Background: an optimization exercise with open tools, aiming at small area. Do not read the settings as production practice.
Where RTL was checked, it was by simulation tests only, not by an equivalence proof against the original.
Power figures rest on the tool's default switching activity, not on a simulated workload.

==> module l2c_rx8, before the edit <==
module l2c_rx8 (
    input  wire       clk,
    input  wire       rst,
    input  wire       rx_valid,
    input  wire [2:0] rx_ch,
    input  wire       rx_level,
    output wire       rep_byte_valid,
    output wire [7:0] rep_byte,
    output wire       rep_end_valid,
    output wire       rep_end_ok,
    output wire [2:0] rep_ch
);
    localparam integer NCH = 8;
    reg            q_valid;
    reg  [2:0]     q_ch;
    reg            q_level;
    always @(posedge clk) begin
        q_valid <= rx_valid && !rst;
        q_ch    <= rx_ch;
        q_level <= rx_level;
    end
    wire [NCH-1:0] q_sel = {{(NCH-1){1'b0}}, q_valid} << q_ch;    
    reg        s_lvl  [0:NCH-1];
    reg [2:0]  s_ones [0:NCH-1];
    reg [7:0]  s_sh   [0:NCH-1];
    reg [10:0] s_bc   [0:NCH-1];
    reg [15:0] s_crc  [0:NCH-1];
    reg         r_lvl;
    reg  [2:0]  r_ones;
    reg  [7:0]  r_sh;
    reg  [10:0] r_bc;
    reg  [15:0] r_crc;
    integer k;
    always @(*) begin
        r_lvl  = 1'b0;
        r_ones = 3'd0;
        r_sh   = 8'h00;
        r_bc   = 11'd0;
        r_crc  = 16'h0000;
        for (k = 0; k < NCH; k = k + 1) begin
            r_lvl  = r_lvl  | (s_lvl[k]  & q_sel[k]);
            r_ones = r_ones | (s_ones[k] & {3{q_sel[k]}});
            r_sh   = r_sh   | (s_sh[k]   & {8{q_sel[k]}});
            r_bc   = r_bc   | (s_bc[k]   & {11{q_sel[k]}});
            r_crc  = r_crc  | (s_crc[k]  & {16{q_sel[k]}});
        end
    end
    wire        d      = (q_level == r_lvl);            
    wire        in_a   = |r_sh;                         
    wire        in_b   = !in_a && |r_bc[6:0];           
    wire        sync   = in_a || |r_bc[6:0];
    wire        ones5  = (r_ones == 3'd5);
    wire        ones6  = (r_ones == 3'd6);
    wire        abort  = d && r_ones[2] && r_ones[1];   
    wire        flag   = !d && ones6;
    wire        app    = sync && !abort && !flag && !ones5;
    wire        bytec  = app && r_sh[0];                
    wire        have   = |r_bc;                         
    wire        enough = !in_a || |r_bc[10:2];
    wire        aligned = in_a ? (r_sh[1] && !r_sh[0]) : r_bc[6];
    wire        x6     = in_a ? r_sh[2] : r_bc[5];      
    wire        over   = app && !in_a && r_bc[6];       
    wire        last   = r_bc[10] && !(|r_bc[9:0]);    
    wire        fcs_ok = (r_crc == (x6 ? 16'hD92F : 16'h9F0B));
    wire [2:0]  n_ones = !d ? 3'd0 : (r_ones == 3'd7) ? 3'd7 : r_ones + 3'd1;
    wire [7:0]  n_sh   = (abort || over)     ? 8'h00 :
                         flag                ? 8'h80 :
                         bytec               ? (last ? 8'h00 : 8'h80) :
                         (app && in_a)       ? {d, r_sh[7:1]} : r_sh;
    wire        bc_wr  = flag || abort || over || bytec || (app && in_b);
    wire [10:0] n_bc   = (flag || abort || over) ? 11'd0 :
                         {r_bc[9:0], bytec ? ((r_bc[10] ^ r_bc[8]) || !have) : d};
    wire        crc_wr = flag || app;
    wire [15:0] n_crc  = flag ? 16'hFFFF :
                         ((r_crc >> 1) ^ ((r_crc[0] ^ d) ? 16'h8408 : 16'h0000));
    assign rep_byte       = {d, r_sh[7:1]};
    assign rep_byte_valid = q_valid && bytec;
    assign rep_end_valid  = q_valid && (((abort || flag) && sync && have) || over);
    assign rep_end_ok     = flag && aligned && enough && fcs_ok;
    assign rep_ch         = q_ch;
    wire        w_lvl  = rst ? 1'b0 : q_level;
    wire [2:0]  w_ones = rst ? 3'd0 : n_ones;
    wire [7:0]  w_sh   = rst ? 8'h00 : n_sh;
    wire [10:0] w_bc   = rst ? 11'd0 : n_bc;
    integer c;
    always @(posedge clk) begin
        for (c = 0; c < NCH; c = c + 1) begin
            if (rst || q_sel[c]) begin
                s_lvl[c]  <= w_lvl;
                s_ones[c] <= w_ones;
                s_sh[c]   <= w_sh;
            end
            if (rst || (q_sel[c] && bc_wr))
                s_bc[c]   <= w_bc;
            if (q_sel[c] && crc_wr)
                s_crc[c]  <= n_crc;
        end
    end
endmodule
==> flow/config.mk <==
export PLATFORM = sky130hd
export DESIGN_NAME = l2c_rx8
export DESIGN_NICKNAME = l2c_rx8
export VERILOG_FILES = /design/flow/design.v
export SDC_FILE = /design/flow/constraint.sdc
export NUM_CORES = 4
export LEC_CHECK = 0
export CAP_MARGIN = 0
export CORE_MARGIN = 2
export CORE_UTILIZATION = 40
export SLEW_MARGIN = 0
==> flow/constraint.sdc <==
create_clock -name core_clock -period 6.0 [get_ports {clk}]
set_input_delay 1.2000 -clock core_clock [delete_from_list [all_inputs] [get_ports {clk}]]
set_output_delay 1.2000 -clock core_clock [all_outputs]
set_load 0.01 [all_outputs]
standard.sh (not shown) runs the stock make flow with config.mk's settings and CLKGATE_MAP_FILE= SYNTH_SCRIPT=/design/flow/synth_recipe.tcl, a recipe that flattens the netlist after the stock synthesis.
==> flow/flow/run.sh <==
#!/bin/bash
# Layout flow: the standard flow (standard.sh) with these changes:
#  - synthesis maps the logic with ABC's area mapper (flow/synth.tcl,
#    flow/abc_area.script); registers are mapped exactly as in the standard
#    synthesis;
#  - port buffers use the smallest buffer cell;
#  - drivers of large loads get drive strength 4 before placement
#    (flow/pre_gp.tcl);
#  - CTS uses clkbuf_4 cells in small clusters and adds no dummy loads.
# Each step's full output is in orfs/logs/; make's output is in flow.log.
set -euo pipefail
here=$(pwd)
export MY_ABC_SCRIPT=$here/flow/abc_area.script
export PRE_GLOBAL_PLACE_TCL=$here/flow/pre_gp.tcl
export BUFFER_PORTS_ARGS="-buffer_cell sky130_fd_sc_hd__buf_1"
export CTS_ARGS="-sink_clustering_enable -repair_clock_nets -dont_use_dummy_load -buf_list sky130_fd_sc_hd__clkbuf_4 -sink_clustering_size 10 -sink_clustering_max_diameter 40"
sed "s#SYNTH_SCRIPT=[^ ]*#SYNTH_SCRIPT=$here/flow/synth.tcl#" standard.sh > own_standard.sh
grep -q "SYNTH_SCRIPT=$here/flow/synth.tcl" own_standard.sh
bash own_standard.sh finish > flow.log 2>&1
Other scripts of this flow, unchanged in this note and not shown: flow/flow/abc_area.script, flow/flow/pre_gp.tcl, flow/flow/synth.tcl
Rerun with:
--- a/flow/design.v
+++ b/flow/design.v
@@ -9,42 +9,46 @@
     output wire       rep_end_valid,
     output wire       rep_end_ok,
     output wire [2:0] rep_ch
 );
     localparam integer NCH = 8;
-    reg            q_valid;
-    reg  [2:0]     q_ch;
+    reg  [NCH-1:0] q_sel;       
     reg            q_level;
     always @(posedge clk) begin
-        q_valid <= rx_valid && !rst;
-        q_ch    <= rx_ch;
+        if (rst)
+            q_sel <= {NCH{1'b0}};
+        else
+            q_sel <= {{(NCH-1){1'b0}}, rx_valid} << rx_ch;
         q_level <= rx_level;
     end
-    wire [NCH-1:0] q_sel = {{(NCH-1){1'b0}}, q_valid} << q_ch;    
+    wire q_valid = |q_sel;
     reg        s_lvl  [0:NCH-1];
     reg [2:0]  s_ones [0:NCH-1];
     reg [7:0]  s_sh   [0:NCH-1];
     reg [10:0] s_bc   [0:NCH-1];
     reg [15:0] s_crc  [0:NCH-1];
     reg         r_lvl;
     reg  [2:0]  r_ones;
     reg  [7:0]  r_sh;
     reg  [10:0] r_bc;
     reg  [15:0] r_crc;
+    reg  [2:0]  r_ch;
     integer k;
     always @(*) begin
         r_lvl  = 1'b0;
         r_ones = 3'd0;
         r_sh   = 8'h00;
         r_bc   = 11'd0;
         r_crc  = 16'h0000;
+        r_ch   = 3'd0;
         for (k = 0; k < NCH; k = k + 1) begin
             r_lvl  = r_lvl  | (s_lvl[k]  & q_sel[k]);
             r_ones = r_ones | (s_ones[k] & {3{q_sel[k]}});
             r_sh   = r_sh   | (s_sh[k]   & {8{q_sel[k]}});
             r_bc   = r_bc   | (s_bc[k]   & {11{q_sel[k]}});
             r_crc  = r_crc  | (s_crc[k]  & {16{q_sel[k]}});
+            r_ch   = r_ch   | (k[2:0]    & {3{q_sel[k]}});
         end
     end
     wire        d      = (q_level == r_lvl);            
     wire        in_a   = |r_sh;                         
     wire        in_b   = !in_a && |r_bc[6:0];           
@@ -75,11 +79,11 @@
                          ((r_crc >> 1) ^ ((r_crc[0] ^ d) ? 16'h8408 : 16'h0000));
     assign rep_byte       = {d, r_sh[7:1]};
     assign rep_byte_valid = q_valid && bytec;
     assign rep_end_valid  = q_valid && (((abort || flag) && sync && have) || over);
     assign rep_end_ok     = flag && aligned && enough && fcs_ok;
-    assign rep_ch         = q_ch;
+    assign rep_ch         = r_ch;
     wire        w_lvl  = rst ? 1'b0 : q_level;
     wire [2:0]  w_ones = rst ? 3'd0 : n_ones;
     wire [7:0]  w_sh   = rst ? 8'h00 : n_sh;
     wire [10:0] w_bc   = rst ? 11'd0 : n_bc;
     integer c;
Worst hold slack degrades by 0.039 ns.
Synthesized area increases by about 0.7%.
Global-route usage went up by 0.78 points.
Clock-buffer cell count is unchanged.
Sequential cell count grows by 4.
Setup slack gets worse by 0.012 ns.
Total power went up by about 0.5%.
Combinational power fell by about 12%.
Final area falls by about 2%.
Die area grows by 0.67%.
Register-to-register slack improved by 0.23 ns.
Core utilization decreases by 1.1 points.
Cell count fell by 2.5%.
The RTL of the first run of this note was laid out without a check of its function.

## what the ideal ports hide
No port has a modelled driver above. Below, the same layouts with a new extraction and two added sets of constraints. Step 1 sets driving cells, clkbuf_16 on the clock port and buf_2 on the other inputs (assumed; they add their load-dependent delay and slew). Step 2 also shifts input and output timing later by t, the mid clock arrival at the registers, as if the neighbouring blocks saw the same clock. Slacks: ideal ports / drivers / drivers and shift; pairs: ideal ports / drivers.
run | t (ns) | setup slack, ns | worst setup path at the end | slew at the worst register clock pin (ns)
the first run | 0.670 | 0.390 / 0.345 / 0.762 | register to register | 0.10 / 0.10
the second run | 0.689 | 0.378 / 0.338 / 0.987 | register to register | 0.11 / 0.11
After both steps setup and hold are still met in every run listed.
